Background: an optimization exercise with open tools, aiming at small area, a short achievable clock period and few clock cycles. Do not read the settings as production practice. The RTL of this run was laid out without a check of its function. No activity file was given, so power comes from the tool's default toggle rates.

### flow/config.mk
export PLATFORM = sky130hd
export DESIGN_NAME = video_entropy_coder
export DESIGN_NICKNAME = video_entropy_coder
export VERILOG_FILES = /design/flow/design.v
export SDC_FILE = /design/flow/constraint.sdc
export NUM_CORES = 4
export LEC_CHECK = 0
export CAP_MARGIN = 20
export CORE_MARGIN = 2
export CORE_UTILIZATION = 40
export PLACE_DENSITY = 0.6
export SLEW_MARGIN = 20
### flow/constraint.sdc
create_clock -name core_clock -period 11.0 [get_ports {clk}]
set_input_delay 2.2000 -clock core_clock [delete_from_list [all_inputs] [get_ports {clk}]]
set_output_delay 2.2000 -clock core_clock [all_outputs]
set_load 0.01 [all_outputs]
### flow/design.v
module video_entropy_coder (
    input  wire        clk,
    input  wire        rst,
    input  wire        cmd_valid,
    output wire        cmd_ready,
    input  wire [31:0] cmd,
    input  wire        coef_valid,
    output wire        coef_ready,
    input  wire [15:0] coef,
    output reg         tok_valid,
    output reg  [2:0]  tok_kind,
    output reg  [20:0] tok_val,
    output reg  [5:0]  tok_run,
    output reg  [3:0]  tok_len,
    output reg         tok_tab,
    output reg         diag_valid
);
    localparam [2:0] K_DC_LUMA   = 3'd0;
    localparam [2:0] K_DC_CHROMA = 3'd1;
    localparam [2:0] K_AC        = 3'd2;
    localparam [2:0] K_AC_FIRST  = 3'd3;
    localparam [2:0] K_MCODE     = 3'd4;
    localparam [2:0] K_BITS      = 3'd5;
    localparam [383:0] SCAN_ZIGZAG =
        384'hffedefdbdf35ba77e6b74efacec95e5cf59d92bcb9e31aa371538718d51b8a9c2885a4cc1442d2660611283089408040;
    localparam [383:0] SCAN_ALT =
        384'hff7be7fb6ba67d73c7796f75b65f34b24755386345714ef3ae3eb2aa26d33042c349a869c79e30a20651282241610200;
    localparam [383:0] INV_ZIGZAG =
        384'hffeeb9c70923f7be32be5895f37cee9a1594db4b678174cad6ca1f6122c9ae979944c203a9d69034710271b3ce185040;
    localparam [383:0] INV_ALT =
        384'hffbc6d85d38dfbac2c81c3ccf79beb7db40bf38baa79a44adf3a63652243db2a22613202d67957547141d26916506100;
    localparam [3:0] S_IDLE = 4'd0;
    localparam [3:0] S_DC   = 4'd1;
    localparam [3:0] S_WALK = 4'd2;
    localparam [3:0] S_M1   = 4'd3;
    localparam [3:0] S_M2   = 4'd4;
    localparam [3:0] S_M3   = 4'd5;
    localparam [3:0] S_M4   = 4'd6;
    localparam [3:0] S_M5   = 4'd7;
    integer i;
    reg        c_v;
    reg [3:0]  c_op;
    reg [3:0]  c_hi;        
    reg [19:0] c_lo;        
    assign cmd_ready = ~c_v;
    reg        w0v, w1v;
    reg [15:0] w0d, w1d;
    reg        cready;
    wire       wfire = coef_valid & cready;
    wire       wtake;
    assign coef_ready = cready;
    always @(posedge clk) begin
        if (rst) begin
            w0v    <= 1'b0;
            w1v    <= 1'b0;
            cready <= 1'b1;
        end else begin
            if (~w0v | wtake) begin
                if (w1v) begin
                    w0d <= w1d;
                    w0v <= 1'b1;
                    w1v <= 1'b0;
                end else if (wfire) begin
                    w0d <= coef;
                    w0v <= 1'b1;
                end else begin
                    w0v <= 1'b0;
                end
            end else if (wfire) begin
                w1d <= coef;
                w1v <= 1'b1;
            end
            cready <= ~(w0v & ~wtake & (w1v | wfire));
        end
    end
    reg [15:0] blk [0:63];
    reg [63:0] tg;          
    reg [63:0] zp;          
    reg [5:0]  cnt;         
    reg [1:0]  k;           
    reg        e;           
    reg        rel0;        
    wire       wtag = e ^ (k != 2'd0);
    wire [63:0] eqv = ~(tg ^ {64{e}});
    wire       same = (k == 2'd0);
    wire [63:0] busy;
    assign busy[0] = eqv[0] & (zp[0] | ~rel0);
    assign busy[63:1] = eqv[63:1] & zp[63:1];
    wire [63:0] wsel = 64'd1 << cnt;
    wire        wok  = w0v & (k != 2'd2);
    wire [63:0] wen  = wsel & ~busy & {64{wok}};
    assign wtake = |wen;
    wire        wnz  = |w0d;
    wire        wlast = wtake & (cnt == 6'd63);
    reg        a_c;         
    wire [63:0] vn = (eqv & zp) | (~eqv & {64{same}});
    wire [63:0] pn = eqv & zp;
    wire [63:0] vs, ps;
    genvar q;
    generate
        for (q = 0; q < 64; q = q + 1) begin : g_perm
            assign vs[q] = a_c ? vn[SCAN_ALT[q*6 +: 6]] : vn[SCAN_ZIGZAG[q*6 +: 6]];
            assign ps[q] = a_c ? pn[SCAN_ALT[q*6 +: 6]] : pn[SCAN_ZIGZAG[q*6 +: 6]];
        end
    endgenerate
    wire [447:0] pl;
    assign pl[63:0] = vs;
    genvar lv;
    generate
        for (lv = 0; lv < 6; lv = lv + 1) begin : g_pfx
            for (q = 0; q < 64; q = q + 1) begin : g_bit
                if ((q >> lv) & 1)
                    assign pl[(lv+1)*64 + q] = pl[lv*64 + q] | pl[lv*64 + ((q >> lv) << lv) - 1];
                else
                    assign pl[(lv+1)*64 + q] = pl[lv*64 + q];
            end
        end
    endgenerate
    wire [63:0] pinc = pl[447:384];                     
    wire [63:0] pexc = {pinc[62:0], 1'b0};        
    wire [63:0] take_s = vs & ~pexc & ps;
    wire        any_v  = pinc[63];
    wire        tokgo  = |take_s;
    wire [63:0] take_n;
    generate
        for (q = 0; q < 64; q = q + 1) begin : g_iperm
            assign take_n[q] = a_c ? take_s[INV_ALT[q*6 +: 6]] : take_s[INV_ZIGZAG[q*6 +: 6]];
        end
    endgenerate
    reg [5:0] f_s, f_n;
    always @(*) begin
        f_s = 6'd0;
        f_n = 6'd0;
        for (i = 0; i < 64; i = i + 1) begin
            if (take_s[i]) f_s = f_s | i[5:0];
            if (take_n[i]) f_n = f_n | i[5:0];
        end
    end
    reg signed [15:0] pred0, pred1, pred2;
    reg               alt, ivlc, quiet;
    reg [3:0]         st;
    reg               intra_c, v_c, first_p;
    reg [1:0]         cc_c;
    reg [3:0]  m_r;
    reg [19:0] m_dmv;
    reg        m_hi, m_lo;
    reg [20:0] m_d;
    reg [20:0] m_t;
    reg        m_neg, m_nz, m_oor;
    reg [20:0] m_mag;
    reg [13:0] m_res;
    wire [3:0]  c_r    = c_hi - 4'd1;
    wire [20:0] c_dmv  = {c_lo[19], c_lo};
    wire [19:0] c_m4   = {20{1'b1}} << (c_r + 5'd4);        
    wire        c_s    = c_lo[19];
    wire        c_big  = |(c_lo & c_m4);
    wire        c_sml  = |(~c_lo & c_m4);
    wire [20:0] m_f    = 21'd1 << m_r;
    wire [20:0] m_dv   = m_f << 5;
    wire [20:0] m_dadd = m_hi ? (~m_dv + 21'd1) : (m_lo ? m_dv : 21'd0);
    wire [20:0] m_dn   = {m_dmv[19], m_dmv} + m_dadd;
    wire [20:0] m_m4   = {21{1'b1}} << (m_r + 5'd4);
    wire        d_neg  = m_d[20];
    wire        d_oor  = d_neg ? |(~m_d & m_m4) : |(m_d & m_m4);
    wire [20:0] m_tn   = (d_neg ? ~m_d : m_d) + (m_f - 21'd1) + {20'd0, d_neg};
    wire [20:0] m_magn = m_t >> m_r;
    wire [20:0] m_resn = m_t & (m_f - 21'd1);
    wire [20:0] m_code = (m_mag ^ {21{m_neg}}) + {20'd0, m_neg};
    reg signed [15:0] pred_sel;
    always @(*) begin
        case (cc_c)
            2'd0:    pred_sel = pred0;
            2'd1:    pred_sel = pred1;
            default: pred_sel = pred2;
        endcase
    end
    wire signed [15:0] blk0    = blk[0];
    wire signed [16:0] dc_diff = {blk0[15], blk0} - {pred_sel[15], pred_sel};
    wire               arr0    = ~same | eqv[0];
    reg        p_v;
    reg        p_ac;        
    reg [2:0]  p_kind;
    reg [20:0] p_data;
    reg [3:0]  p_len;
    reg        p_tab;
    reg        p_diag;
    reg        p_first;
    reg        p_intra;
    reg [5:0]  p_f, p_n;
    reg        do_dc, do_tok, do_eob;
    always @(*) begin
        do_dc  = (st == S_DC) & arr0;
        do_tok = (st == S_WALK) & tokgo;
        do_eob = (st == S_WALK) & ~tokgo & ~any_v & ~same;
    end
    wire [63:0] zclr = ({64{do_tok}} & take_n) | {63'd0, do_dc};
    always @(posedge clk) begin
        if (rst) begin
            c_v    <= 1'b0;
            tg     <= {64{1'b1}};
            zp     <= 64'd0;
            cnt    <= 6'd0;
            k      <= 2'd0;
            e      <= 1'b0;
            rel0   <= 1'b0;
            st     <= S_IDLE;
            pred0  <= 16'sd0;
            pred1  <= 16'sd0;
            pred2  <= 16'sd0;
            alt    <= 1'b0;
            ivlc   <= 1'b0;
            quiet  <= 1'b0;
            p_v    <= 1'b0;
        end else begin
            if (cmd_valid & ~c_v) begin
                c_v  <= 1'b1;
                c_op <= cmd[31:28];
                c_hi <= cmd[27:24];
                c_lo <= cmd[19:0];
            end
            tg <= (tg & ~wen) | (wen & {64{wtag}});
            zp <= (zp & ~zclr & ~wen) | (wen & {64{wnz}});
            if (wtake)
                cnt <= cnt + 6'd1;
            k <= k + {1'b0, wlast} - {1'b0, do_eob};
            if (do_eob)
                e <= ~e;
            p_v <= 1'b0;
            case (st)
                S_IDLE: begin
                    if (c_v) begin
                        c_v <= 1'b0;
                        case (c_op)
                            4'h1: begin
                                intra_c <= 1'b1;
                                cc_c    <= c_hi[3:2];
                                a_c     <= alt;
                                v_c     <= ivlc;
                                first_p <= 1'b1;
                                st      <= S_DC;
                            end
                            4'h2: begin
                                intra_c <= 1'b0;
                                a_c     <= alt;
                                v_c     <= 1'b0;
                                first_p <= 1'b1;
                                rel0    <= 1'b1;
                                st      <= S_WALK;
                            end
                            4'h3: begin
                                m_r   <= c_r;
                                m_dmv <= c_lo;
                                m_hi  <= ~c_s & c_big;
                                m_lo  <= c_s & c_sml;
                                st    <= S_M1;
                            end
                            4'h4: begin
                                alt   <= c_lo[0];
                                ivlc  <= c_lo[1];
                                quiet <= c_lo[2];
                            end
                            4'h5: begin
                                case (c_hi[3:2])
                                    2'd0:    pred0 <= c_lo[15:0];
                                    2'd1:    pred1 <= c_lo[15:0];
                                    default: pred2 <= c_lo[15:0];
                                endcase
                            end
                            default: ;
                        endcase
                    end
                end
                S_DC: begin
                    if (arr0) begin
                        p_v     <= 1'b1;
                        p_ac    <= 1'b0;
                        p_kind  <= (cc_c == 2'd0) ? K_DC_LUMA : K_DC_CHROMA;
                        p_data  <= {{4{dc_diff[16]}}, dc_diff};
                        p_diag  <= 1'b0;
                        case (cc_c)
                            2'd0:    pred0 <= blk0;
                            2'd1:    pred1 <= blk0;
                            default: pred2 <= blk0;
                        endcase
                        rel0 <= 1'b1;
                        st   <= S_WALK;
                    end
                end
                S_WALK: begin
                    if (tokgo) begin
                        p_v     <= 1'b1;
                        p_ac    <= 1'b1;
                        p_kind  <= (intra_c | ~first_p) ? K_AC : K_AC_FIRST;
                        p_tab   <= v_c;
                        p_diag  <= 1'b0;
                        p_first <= first_p;
                        p_intra <= intra_c;
                        p_f     <= f_s;
                        p_n     <= f_n;
                        first_p <= 1'b0;
                    end else if (~any_v & ~same) begin
                        p_v    <= 1'b1;
                        p_ac   <= 1'b0;
                        p_kind <= K_BITS;
                        p_data <= v_c ? 21'd6 : 21'd2;
                        p_len  <= v_c ? 4'd4 : 4'd2;
                        p_diag <= 1'b0;
                        rel0   <= 1'b0;
                        st     <= S_IDLE;
                    end
                end
                S_M1: begin
                    m_d <= m_dn;
                    st  <= S_M2;
                end
                S_M2: begin
                    m_t   <= m_tn;
                    m_neg <= d_neg;
                    m_nz  <= |m_d;
                    m_oor <= d_oor;
                    st    <= S_M3;
                end
                S_M3: begin
                    m_mag <= m_magn;
                    m_res <= m_resn[13:0];
                    st    <= S_M4;
                end
                S_M4: begin
                    p_v    <= 1'b1;
                    p_ac   <= 1'b0;
                    p_kind <= K_MCODE;
                    p_data <= m_nz ? m_code : 21'd0;
                    p_diag <= m_oor & ~quiet;
                    st     <= (m_r != 4'd0 && m_nz) ? S_M5 : S_IDLE;
                end
                S_M5: begin
                    p_v    <= 1'b1;
                    p_ac   <= 1'b0;
                    p_kind <= K_BITS;
                    p_data <= {7'd0, m_res};
                    p_len  <= m_r;
                    p_diag <= 1'b0;
                    st     <= S_IDLE;
                end
                default: st <= S_IDLE;
            endcase
        end
    end
    always @(posedge clk) begin
        if (wtake)
            blk[cnt] <= w0d;
    end
    reg  [5:0]  lastf;
    wire [15:0] level = blk[p_n];
    wire [5:0]  base  = p_first ? {6{~p_intra}} : lastf;
    always @(posedge clk) begin
        if (rst) begin
            tok_valid  <= 1'b0;
            diag_valid <= 1'b0;
        end else begin
            tok_valid  <= p_v;
            diag_valid <= p_v & p_diag;
        end
        tok_kind <= p_kind;
        tok_val  <= p_ac ? {{5{level[15]}}, level} : p_data;
        tok_run  <= p_f + ~base;
        tok_len  <= p_len;
        tok_tab  <= p_tab;
        if (p_v & p_ac)
            lastf <= p_f;
    end
endmodule
### flow/run.sh
#!/bin/bash
# synth_recipe.tcl (not shown) runs the flow's synth.tcl, then flattens the netlist and writes it again
# the make line also repeats each setting of config.mk as NAME=value (left out here)
make -C /OpenROAD-flow-scripts/flow DESIGN_CONFIG=/design/flow/config.mk WORK_HOME=/design/flow/orfs CLKGATE_MAP_FILE= SYNTH_SCRIPT=/design/flow/synth_recipe.tcl finish
==> run summary <==
Skew-Pair Late Insertion Delay=0.81 ns; Power per Cell Area=164 nW/um2; CTS sink cnt=approximately 1,500; depth of the most critical reg-to-reg path=17; area grow syn2layout=13.3%; drc violations=0; H-Tree Depth=4; routed vias=41,800; Cells after Synth=approximately 4,600; WHS Path Cells=0; placed cell area=70,800 um2; CP Class=reg -> reg; Cell variety after synth=100; yosys warns=1; critical path launch point type=register; Adder-Cell Fraction of Synth Area=0.0161; Hold Vio Cnt, Final=0; Max Root-Sink Buffers=3; Critical Path Start=e; reg-to-reg critical path startpoint=e; initial antenna violation count=3; sequential fraction of the synthesis area=0.628; Chip Width=414 um; mux contribution to synthesized area=0.143; flop2flop setup slack=4.60 ns; Worst EP required=11.62 ns; Filler Cell Count=about 15,000; setup violators final=0; Leak=24.8 nW; Worst slew margin=0.288; Achievable Freq=156 MHz; I/O Pins=91; Via density=5.90; I/O Buffers=between 80 and 90; total global routing track utilization=0.223; Critical Path Fanout Max=58; gr ovfl total=0; worst vdd ir=between 150 and 200 uV; Multi-input gate area=23,600 um2; Synth Cell Area=roughly 67,000 um2; Hold Path Origin=p_len[3]; CTS tree=yes; cts bufs inserted=about 160; Synth Area in XOR/XNOR=0.0235; root buffer cell=clkbuf_16; hold crit path type=reg -> reg; Slew Viols, Final=0; Yosys reg bits=1,481; Post-Synth Simple-Gate Area=0.0882; antenna-violating nets left=0; EDFF count, synth=1,247; Tcrit/Tclk final=0.581; ys async rst share=0; clock-pin slew on the worst setup and hold paths=0.06 ns; outcome=timing/DRC/antenna clean; drt pass-1 iters=5; Seq. cell area=42,100 um2; Post-Route WL=192,000 um; max-cap check violation count=0; CP Capture Type=register; sink of the worst hold path=tok_len[3]; core area=167,000 um2; Die Ht=between 400 and 500 um; RSZ-0062 raised after global routing=no; Cell Rows=150; Routed WL per cell=27.1 um; routability cong.=0.967; vias in the first global route=40,500; starting density of the core=0.402; Mean Syn Cell Area=roughly 15 um2; first-pass GRT wire length=282,000 um; Primary FF master, synth=edfxtp_1; most common cell in the netlist=edfxtp_1; arrival time at the worst endpoint=approximately 7 ns; Resize count post-CTS=0; Setup TNS=0 ns; crit path time final=6.40 ns; synth cell count leaders=edfxtp_1, mux4_2, nor2_1; DRT iter0 DRCs=between 4,000 and 5,000; post-route cell area=76,000 um2; hpwl dp=125,000 um; area share of the largest cell type after synthesis=0.558; die area=171,000 um2; Critical R2R Capture=k[1]; nets@finish=4,880; layout cell share with drive strength beyond 1=0.173; skew final=0.0576 ns; Post-CTS Setup Bufs=0; largest net degree at the start of global routing=112; leading area contributor after synthesis=edfxtp_1; Area contributors post-synth=edfxtp_1, mux4_2, dfxtp_1; Tot Pwr=between 10 and 15 mW; # hold bufs at CTS=0; largest family of logic cells by synthesized area=multiplexers; Compound-Gate Fraction of Synth Area=0.0779; Tightest Pin Transition=approximately 1.1 ns
-- final cells by class --
type                    instances  share of cell area
diodes                          3           0.0000987
inverters                     101             0.00502
clock inverters                86              0.0120
clock buffers                 205              0.0561
multi-input cells            2769               0.310
flip-flops and latches       1481               0.554
repair buffers                233              0.0264
well taps                    2204              0.0363
-- layer usage --
layer  share of wire  global-route usage  vias to the layer above
met5               0                   0                        -
li1                -                   -                    18500
met3           0.063              0.0336                      292
met1            0.43               0.315                    21400
met2            0.47               0.356                     1626
met4           0.031              0.0701                        0
-- cell usage in the layout (no fill, tap or decap), types with 25 or more instances in the layout --
cell type,synthesis,final
a211oi_1,72,71
a21oi_1,190,190
a22oi_1,25,25
a311oi_1,34,34
a31oi_1,30,30
and2_1,39,39
and3_1,27,27
buf_4,6,145
clkbuf_1,188,37
clkbuf_16,0,161
clkdlybuf4s50_1,0,85
clkinv_1,2,29
clkinv_2,0,25
dfxtp_1,234,233
edfxtp_1,1247,1247
ha_1,79,79
inv_1,98,96
mux2_2,51,51
mux2i_1,138,138
mux4_2,340,340
nand2_1,306,306
nand3_1,166,166
nand4_1,88,88
nor2_1,310,304
nor2b_1,30,30
nor3_1,75,66
nor4_1,31,28
o211ai_1,103,103
o21ai_0,125,125
xnor2_1,122,121
xor2_1,47,47
-- flip-flops by register name, summed over array words and instances (netlist names), 20 cells and up, named ones only --
register and cells:
m_dmv 20, blk 1024, zp 64, p_data 21, c_lo 20, m_t 21, m_mag 21, m_d 21
tok_val 21
-- critical path, stage by stage, from the launching register on --
cell,delay [ns]
dfxtp_4,0.72
buf_4,0.85
xor2_1,0.28
mux2i_1,0.49
nand2_1,0.10
a21oi_1,0.53
nand4_4,0.42
or4_1,0.60
buf_4,0.23
nor4_4,0.47
nand4_1,0.39
inv_1,0.26
ha_1,0.26
inv_1,0.06
ha_1,0.14
xor2_1,0.18
xnor2_1,0.14
nor2_1,0.05
-- cell families after synthesis --
kind of cell | after synthesis
buffers and inverters | 375
XOR/XNOR | 175
other | 1
flip-flops | 1481
AO/OA/AOI/OAI | 773
AND/OR/NAND/NOR | 1204
multiplexers | 530
adder cells (fa/ha/maj) | 84
-- power by group --
| group | switching, mW | leakage [nW] | total (mW) | internal, mW |
|---|---|---|---|---|
| clock network | 2.30 | 2.51 | 5.29 | 2.98 |
| registers | 0.0904 | 13.1 | 6.36 | 6.27 |
| logic | 0.570 | 9.14 | 0.818 | 0.248 |
-- metrics by stage --
| stage | hold slack (ns) | utilization | setup WS (ns) | std cells |
|---|---|---|---|---|
| 5_1_grt | 0.345 | 0.456 | 4.22 | 7079 |
| 6_report | 0.341 | 0.456 | 4.60 | 7082 |
| 3_3_place_gp | 0.334 | 0.424 | 4.60 | 6787 |
| 2_1_floorplan | 0.323 | - | 4.24 | 4625 |
| 3_5_place_dp | 0.329 | 0.425 | 4.66 | 6788 |
| 4_1_cts | 0.341 | 0.456 | 4.56 | 7079 |
-- worst max path at each step --
stage	end	slack (ns)
floorplan	m_mag[0]	4.24
global placement	k[1]	4.60
detailed placement	k[1]	4.66
CTS	k[1]	4.56
global route	k[1]	4.22
finish	k[1]	4.60

-- afterwards: timing with drivers on the ports --
How much do the figures lean on ideal ports? The routed layout below was timed once more, with nothing changed but the port constraints.
Step 1: set_driving_cell puts a clkbuf_16 on clk and a buf_2 on each other input, an assumption about the parent block.
Step 2 adds t to the input delays and takes it off the output delays; t is the mean of the earliest and latest rising clock arrival at the registers after step 1. Input paths then give back, and output paths get back, about the clock's delay inside the block.
Slacks: ideal / step 1 / step 2; pairs: ideal / step 1.
shift t [ns]: 0.867
slack for setup (ns): 4.605 / 4.605 / 4.605
latest minus earliest clock arrival (ns): 0.059 / 0.059
worst data-port slew with drivers (ns): 0.06
pins driven straight from the clock port: 1
After both steps this run still meets setup and hold. The setup slack of this run moves by 0.000 ns with the drivers and by 0.000 ns with both steps.
